Context: an optimization exercise on an open-source flow, tuned for small area, a short achievable clock period and few clock cycles. The choices shown serve that exercise and are no tape-out recipe. Function was checked by simulation only, so behaviour that the tests miss may differ from the original. Power figures rest on the tool's default switching activity, not on a simulated workload.

// blind_chunk_rx
module blind_chunk_rx (
    input  wire        clk,
    input  wire        rst,         
    input  wire        cmd_valid,
    input  wire [1:0]  cmd_op,
    input  wire [7:0]  cmd_data,
    output wire        cmd_ready,
    output reg         tok_valid,
    output wire [7:0]  tok_data,
    output reg         evt_valid,
    output reg  [3:0]  evt_code,
    output reg  [15:0] evt_a,
    output reg  [15:0] evt_b,
    output reg         dst_valid,
    output reg  [7:0]  dst_data,
    input  wire        dst_ready
);
Size in the first run: ~2700 flip-flops, about 0.064 mm^2 of cells after synthesis.
==> flow/config.mk <==
export PLATFORM = sky130hd
export DESIGN_NAME = blind_chunk_rx
export DESIGN_NICKNAME = blind_chunk_rx
export VERILOG_FILES = /design/flow/design.v
export SDC_FILE = /design/flow/constraint.sdc
export NUM_CORES = 4
export LEC_CHECK = 0
export CAP_MARGIN = 30
export CORE_MARGIN = 2
export CORE_UTILIZATION = 65
export CTS_CLUSTER_DIAMETER = 80
export CTS_CLUSTER_SIZE = 30
export SLEW_MARGIN = 20
==> flow/constraint.sdc <==
create_clock -name core_clock -period 9.0 [get_ports {clk}]
set_input_delay 1.8000 -clock core_clock [delete_from_list [all_inputs] [get_ports {clk}]]
set_output_delay 1.8000 -clock core_clock [all_outputs]
set_load 0.01 [all_outputs]
standard.sh (not shown) runs the stock make flow with config.mk's settings and CLKGATE_MAP_FILE= SYNTH_SCRIPT=/design/flow/synth_recipe.tcl, a recipe that flattens the netlist after the stock synthesis.
==> flow/flow/run.sh <==
#!/bin/bash
# Layout flow: the standard ORFS flow, unchanged, except that repair_timing
# aims for 6 ns of setup slack (a 3 ns target) instead of 0.
set -euo pipefail
export SETUP_SLACK_MARGIN=6
bash standard.sh > standard.log 2>&1
Testbench counts at the start, summed over its fixed seeds: cycles 57,639.
Change:
--- a/flow/design.v
+++ b/flow/design.v
@@ -70,13 +70,13 @@
     reg        cap_ok;          
     reg        cpend;           
     reg        tok_nack, tok_ack;
     assign tok_data = {3'b000, tok_nack, 1'b0, 1'b1, tok_ack, tok_nack};
     localparam integer RING_LEN = 258;    
     localparam integer QD       = 4;      
-    localparam integer LAND_MAX = 8;      
+    localparam integer LAND_MAX = 4;      
     localparam integer OF       = 8;     
     localparam integer OFB      = 3;      
     reg [8*RING_LEN-1:0] rb;              
     reg [RING_LEN-1:0]   rf;              
     wire [7:0]           g_byte = rb[8*(RING_LEN-1) +: 8];
     wire                 g_flag = rf[RING_LEN-1];
=> Setup slack gets better by 0.013 ns; total power came out lower by 1.2%; first-iteration DRC count came out lower by 19%; critical path depth is unchanged; hold slack gets better by 0.0065 ns; wire length came out higher by 1.6%; sequential cell count came out lower by 4; non-clock buffer count came out higher by 4; die area came out lower by 0.86%; final cell count came out lower by 1.3%; clock skew barely changes; final area came out lower by 0.74%; global-route usage came out higher by 0.51 points.
Testbench counts after the change, summed over its fixed seeds: cycles 57,639.

blind_chunk_rx, a different RTL version from the one above (not shown whole).
For scale: roughly 3900 cells after synthesis, roughly 2600 flip-flops, roughly 70 I/O pins, about 64000 µm² of cells after synthesis.
==> flow/config.mk <==
export PLATFORM = sky130hd
export DESIGN_NAME = blind_chunk_rx
export DESIGN_NICKNAME = blind_chunk_rx
export VERILOG_FILES = /design/flow/design.v
export SDC_FILE = /design/flow/constraint.sdc
export NUM_CORES = 4
export LEC_CHECK = 0
export CAP_MARGIN = 30
export CORE_MARGIN = 2
export CORE_UTILIZATION = 65
export CTS_CLUSTER_DIAMETER = 60
export CTS_CLUSTER_SIZE = 20
export SLEW_MARGIN = 20
==> flow/constraint.sdc <==
create_clock -name core_clock -period 9.0 [get_ports {clk}]
set_input_delay 1.8000 -clock core_clock [delete_from_list [all_inputs] [get_ports {clk}]]
set_output_delay 1.8000 -clock core_clock [all_outputs]
set_load 0.01 [all_outputs]
Scripts as last shown in full above: flow/flow/run.sh
The starting point finished with timing, DRC and antenna clean.
Testbench counts at the start, summed over its fixed seeds: cycles 57,647.
Then changed:
--- a/flow/design.v
+++ b/flow/design.v
@@ -48,13 +48,13 @@
             rdy    <= 1'b1;
             m_full <= 1'b0;
         end else begin
             rdy    <= !cpend_nx && !qfull_nx && !(wfull_nx && pay_nx);
             m_full <= rdy ? fire : (m_full && !go);
         end
-        if (!m_full || go) begin
+        if (rdy) begin
             m_op  <= cmd_op;
             m_dat <= cmd_data;
         end
     end
     reg [1:0]  phase;
     reg [7:0]  cnt;             
@@ -70,30 +70,28 @@
     reg        cap_ok;          
     reg        cpend;           
     reg        tok_nack, tok_ack;
     assign tok_data = {3'b000, tok_nack, 1'b0, 1'b1, tok_ack, tok_nack};
     localparam integer RING_LEN = 258;    
     localparam integer QD       = 4;      
-    localparam integer LAND_MAX = 15;     
     localparam integer OF       = 8;     
     localparam integer OFB      = 3;      
     reg [8*RING_LEN-1:0] rb;              
     reg [RING_LEN-1:0]   rf;              
     wire [7:0]           g_byte = rb[8*(RING_LEN-1) +: 8];
     wire                 g_flag = rf[RING_LEN-1];
     reg [1:0]  wn;
     reg [7:0]  w0, w1;
-    reg        w0_first, w1_first;        
-    reg        tail_ok;                   
     reg [QD-1:0] qv;                      
     reg [QD-1:0] qtype;
     reg [8:0]  qcnt [0:QD-1];
     reg [8:0]  flush;                     
     reg        flushing;                  
     reg [8:0]  blk;                       
     reg        blocked;                   
+    reg        wrapped;                   
     reg        nval;                      
     reg [8:0]  npos;                      
     wire q_full = qv[QD-1];
     wire w_full = (wn == 2'd2);
     wire is_byte = (m_op == OP_BYTE);
     wire in_pay  = is_byte && phase == PH_PAY;
@@ -233,73 +231,62 @@
     wire       g_seg     = g_live && !blocked && qv[0];
     wire       g_drop    = g_seg && !qtype[0];
     wire       g_out     = g_seg && qtype[0] && oq_room;
     wire       g_keep    = g_live && !g_drop && !g_out;
     wire       g_newest  = nval && npos == RING_LEN - 1;
     wire       q_pop     = (g_drop || g_out) && qcnt[0] == 9'd1;
-    wire [8:0] l_pos     = w0_first ? 9'd2 : npos;
-    wire       l_near    = (l_pos >= 9'd2) && (l_pos <= LAND_MAX);
-    wire       l_free    = !rf[l_pos[3:0] - 4'd1];
-    wire       land      = wn != 2'd0 && l_near && l_free && (!w0_first || tail_ok);
+    wire       land      = wn != 2'd0 && !rf[1] && !rf[0] && !g_keep && !wrapped;
     wire [1:0] wn_nx = wn + {1'b0, b_pay} - {1'b0, land};
     assign qfull_nx = q_pop ? (qv[QD-1] && q_push) : (qv[QD-1] || (qv[QD-2] && q_push));
     wire [OFB:0] oq_n_nx = oq_n + {{OFB{1'b0}}, g_out} - {{OFB{1'b0}}, oq_take};
     assign wfull_nx = (wn_nx == 2'd2);
     integer i;
     always @(posedge clk) begin
-        rb <= {rb[8*(RING_LEN-1)-1:0], g_byte};
-        for (i = 2; i <= LAND_MAX; i = i + 1)
-            if (land && l_pos == i)
-                rb[8*i +: 8] <= w0;
+        rb <= {rb[8*(RING_LEN-1)-1:16], land ? w0 : rb[15:8], rb[7:0], g_byte};
         if (rst) begin
             rf        <= {rf[RING_LEN-2:2], 3'b000};
             flush     <= RING_LEN - 3;
             flushing  <= 1'b1;
             blk       <= 9'd0;
             blocked   <= 1'b0;
+            wrapped   <= 1'b0;
             nval      <= 1'b0;
-            tail_ok   <= 1'b1;
             wn        <= 2'd0;
             qv        <= {QD{1'b0}};
             dst_valid <= 1'b0;
             oq_n      <= 0;
             oq_room   <= 1'b1;
             oq_any    <= 1'b0;
             oq_wp     <= 0;
             oq_rp     <= 0;
         end else begin
-            rf <= {rf[RING_LEN-2:0], g_keep};
-            for (i = 2; i <= LAND_MAX; i = i + 1)
-                if (land && l_pos == i)
-                    rf[i] <= 1'b1;
+            rf <= {rf[RING_LEN-2:2], land || rf[1], rf[0], g_keep};
             if (flushing) begin
                 flush    <= flush - 9'd1;
                 flushing <= (flush != 9'd1);
             end
             if (blocked) begin
                 blk     <= blk - 9'd1;
                 blocked <= (blk != 9'd1);
             end else if (g_keep) begin
                 blk     <= RING_LEN - 1;
                 blocked <= 1'b1;
             end
-            if (land)
-                tail_ok <= (l_pos == 9'd2);
-            else if (g_newest && !g_keep)
-                tail_ok <= 1'b1;
-            else if (rf[1])
-                tail_ok <= nval && npos == 9'd1;
             if (land) begin
                 nval <= 1'b1;
-                npos <= l_pos;
+                npos <= 9'd2;
             end else if (g_newest) begin
                 nval <= g_keep;
                 npos <= 9'd0;
             end else begin
                 npos <= npos + 9'd1;
             end
+            if (g_newest)
+                wrapped <= 1'b0;
+            else if (g_keep)
+                wrapped <= 1'b1;
             wn <= wn_nx;
             if (q_pop)
                 qv <= {1'b0, qv[QD-1:1]} | ({QD{q_push}} & (qv & ~{1'b0, qv[QD-1:1]}));
             else if (q_push)
                 qv <= {qv[QD-2:0], 1'b1};
             oq_n    <= oq_n_nx;
@@ -312,26 +299,17 @@
         end
         if (g_out)
             oq[oq_wp] <= g_byte;
         if (oq_take)
             dst_data <= oq[oq_rp];
         if (land) begin
-            w0       <= (wn == 2'd2) ? w1 : m_dat;
-            w0_first <= (wn == 2'd2) ? w1_first : (cnt == 8'd0);
-            if (b_pay) begin
-                w1       <= m_dat;
-                w1_first <= (cnt == 8'd0);
-            end
+            w0 <= (wn == 2'd2) ? w1 : m_dat;
+            if (b_pay) w1 <= m_dat;
         end else if (b_pay) begin
-            if (wn == 2'd0) begin
-                w0       <= m_dat;
-                w0_first <= (cnt == 8'd0);
-            end else begin
-                w1       <= m_dat;
-                w1_first <= (cnt == 8'd0);
-            end
+            if (wn == 2'd0) w0 <= m_dat;
+            else            w1 <= m_dat;
         end
         if (q_pop) begin
             for (i = 0; i < QD - 1; i = i + 1) begin
                 qtype[i] <= qtype[i+1];
                 qcnt[i]  <= qcnt[i+1];
             end
Die area came out lower by 3.0%.
Global-route usage came out higher by 0.13 points.
Setup slack gets better by 0.44 ns.
Hold slack stays flat.
Core utilization came out lower by 0.28 points.
Synthesized cell count came out lower by 4.2%.
Clock skew came out lower by 0.018 ns.
Combinational power came out lower by 52%.
Via count came out lower by 6.5%.
Wire length came out lower by 4.7%.
Final area came out lower by 3.7%.
First-iteration DRC count came out lower by 11%.
Count of clock-buffer cells in the layout came out higher by 7.
Final cell count came out lower by 3.7%.
Testbench counts after the change, summed over its fixed seeds: cycles 57,647.

what the ideal ports hide:
How much do the figures lean on ideal ports? The routed layouts below were timed once more, with nothing changed but the port constraints.
Step 1 (the two cells are an assumption about what drives the block):
set clk [get_ports {clk}]
set_driving_cell -lib_cell sky130_fd_sc_hd__clkbuf_16 $clk
set_driving_cell -lib_cell sky130_fd_sc_hd__buf_2 [delete_from_list [all_inputs] $clk]
Step 2 moves the port delays by t, midway between the first and last clock arrival at a register: inputs arrive t later, outputs are due t later. That takes back most of the time a late clock gives input paths.
Slacks: ideal / step 1 / step 2; pairs: ideal / step 1.
run	shift t [ns]	setup slack, ns	worst register clock-pin slew, ns	cell pins on the clock port's net
the first run of note 1	0.773	5.944 / 5.874 / 5.203	0.12 / 0.12	1
the second run of note 1	0.791	5.957 / 5.888 / 5.357	0.12 / 0.12	1
the first run of note 2	0.820	5.342 / 5.342 / 5.265	0.08 / 0.08	1
the second run of note 2	0.817	5.780 / 5.712 / 5.291	0.09 / 0.09	1
After both steps setup and hold are still met in every run listed. For the first run of note 1, which loses most, drivers alone change the setup slack by -0.070 ns; drivers and shift together by -0.741 ns.
